Context: an optimization exercise on an open-source flow, tuned for small area, a short achievable clock period and few clock cycles per item. The choices shown serve that exercise and are no tape-out recipe. The RTL was checked by simulation tests, not by an equivalence proof against the original design.

==> zinc <==
==> flow/design.v (excerpt) <==
module akelarre_core (
    input  wire         clk,
    input  wire         rst,
    input  wire         start,
    input  wire [1:0]   op,
    input  wire [3:0]   rounds,
    input  wire         rot_en,
    input  wire [1:0]   klen_m1,
    input  wire [127:0] key,
    input  wire [127:0] blk_in,
    output wire         ready,
    output reg          done,
    output wire [127:0] blk_out
);
Settings: LEC_CHECK=0, CAP_MARGIN=20, CORE_MARGIN=2, CORE_UTILIZATION=55, SLEW_MARGIN=20, SYNTH_MEMORY_MAX_BITS=8192; clock period 13.0 ns.
standard.sh (not shown) runs the stock make flow with config.mk's settings and CLKGATE_MAP_FILE= SYNTH_SCRIPT=/design/flow/synth_recipe.tcl, a recipe that flattens the netlist after the stock synthesis.
==> flow/flow/run.sh <==
#!/bin/bash
# The standard ORFS layout (the standard.sh: standard synthesis, floorplan,
# placement, CTS, routing, finish) with the design's SDC unchanged; only the
# setup repair steps aim for a larger slack margin, so that the layout is
# sized for a shorter achieved period.
set -euo pipefail
export SETUP_SLACK_MARGIN=8.0
bash standard.sh > standard.log 2>&1
==> nickel (differences from zinc) <==
--- a/flow/design.v
+++ b/flow/design.v
@@ -403,33 +403,10 @@
             if (y[3]) t = {t[22:0], t[30:23]};
             if (y[4]) t = {t[14:0], t[30:15]};
             rot31 = t;
         end
     endfunction
-    function [31:0] rot31m;
-        input [31:0] x;
-        input [4:0]  y;
-        input        odd;
-        reg   [31:0] t, n;
-        integer k, i, s, su, sl;
-        begin
-            t = x;
-            for (k = 0; k < 5; k = k + 1) begin
-                s = 1 << k;
-                for (i = 0; i < 32; i = i + 1) begin
-                    su = (i == 0) ? 0 : ((i - s >= 1) ? i - s : i - s + 31);
-                    sl = (i == 31) ? 31 : ((i - s >= 0) ? i - s : i - s + 31);
-                    if (su == sl)
-                        n[i] = y[k] ? t[su] : t[i];
-                    else
-                        n[i] = y[k] ? (odd ? t[sl] : t[su]) : t[i];
-                end
-                t = n;
-            end
-            rot31m = t;
-        end
-    endfunction
     function [127:0] rotb128;
         input [127:0] b;
         input [6:0]   n;
         reg   [127:0] t;
         begin
@@ -2006,11 +1983,13 @@
     wire        xen    = (rc != 4'd0);
     wire [127:0] rin   = xen ? {a0 ^ t1, a1 ^ w, a2 ^ t1, a3 ^ w} : {a0, a1, a2, a3};
     wire [6:0]  ramt   = cfg_rot ? (dec ? rk : zr[6:0]) : 7'd0;
     wire [127:0] rout  = rotb128(rin, ramt);
     wire [2:0]  wi_n  = (wi == 3'd5) ? 3'd0 : wi + 3'd1;
-    wire [31:0] wrot  = rot31m(w, ya, wi[0]);
+    wire [30:0] ring  = wi[0] ? w[30:0] : w[31:1];
+    wire [30:0] rr    = rot31(ring, ya);
+    wire [31:0] wrot  = wi[0] ? {w[31], rr} : {rr, w[0]};
     wire [31:0] wnext = wrot + zr;
     always @(posedge clk) begin
         if (rst) begin
             gmode  <= G_IDLE;
             zv     <= 1'b0;
--- a/flow/config.mk
+++ b/flow/config.mk
@@ -5,8 +5,8 @@
 export SDC_FILE = /design/flow/constraint.sdc
 export NUM_CORES = 4
 export LEC_CHECK = 0
 export CAP_MARGIN = 20
 export CORE_MARGIN = 2
-export CORE_UTILIZATION = 55
+export CORE_UTILIZATION = 45
 export SLEW_MARGIN = 20
 export SYNTH_MEMORY_MAX_BITS = 8192
==> flow_metrics.env <==
export IMPL_vias_per_cell=6.84
export IMPL_status="finished clean"
export IMPL_final_util_pct=53.9
export IMPL_layout_common_cells="1,396 x edfxtp_1, 617 x nand2_1, 594 x nor2_1, 400 x a21oi_1, 395 x buf_4"
export IMPL_cp_max_fo=6
export IMPL_skew_ns=0.0935
export IMPL_fmaxAchievable_ghz=0.188
export IMPL_rows=165
export IMPL_switching_share_pct=46.4
The numbers above come from nickel.

==> flow_metrics.env <==
export IMPL_status="finished clean"
export IMPL_cp_max_fo=39
export IMPL_rows=146
export IMPL_final_util_pct=63.8
export IMPL_skew_ns=0.0651
export IMPL_layout_common_cells="1,396 x edfxtp_1, 635 x nand2_1, 450 x mux2i_1, 429 x nor2_1, 429 x o21ai_0"
export IMPL_fmaxAchievable_ghz=0.195
export IMPL_vias_per_cell=6.94
export IMPL_switching_share_pct=45.4
The numbers above come from zinc.

Testbench counts of zinc, summed over its fixed seeds: cycles 65,468, items 640.
Testbench counts of nickel, summed over its fixed seeds: cycles 65,468, items 640.

==> afterwards: timing with drivers on the ports <==
No port has a modelled driver above. Below, the same layouts with a new extraction and two added sets of constraints. Step 1, drivers: a clkbuf_16 drives clk and a buf_2 each remaining input, both assumed. Step 2 times the ports against the registers' clock, not the clock port: input delays grow and output delays shrink by t, the midpoint of the rising clock arrivals with the driver on. Slacks: ideal / step 1 / step 2; pairs: ideal / step 1.
| run | t, ns | slack for setup (ns) | hold WS [ns] | worst setup path at the end | latest minus earliest clock arrival (ns) |
|---|---|---|---|---|---|
| zinc | 0.893 | 7.865 / 7.865 / 7.126 | 0.386 / 0.386 / 0.386 | input to register | 0.065 / 0.065 |
| nickel | 0.921 | 7.684 / 7.684 / 7.194 | 0.381 / 0.381 / 0.381 | input to register | 0.095 / 0.096 |
After both steps every run listed still meets setup and hold. The setup slack of zinc, which loses most, moves by 0.000 ns with the drivers and by -0.739 ns with both steps.
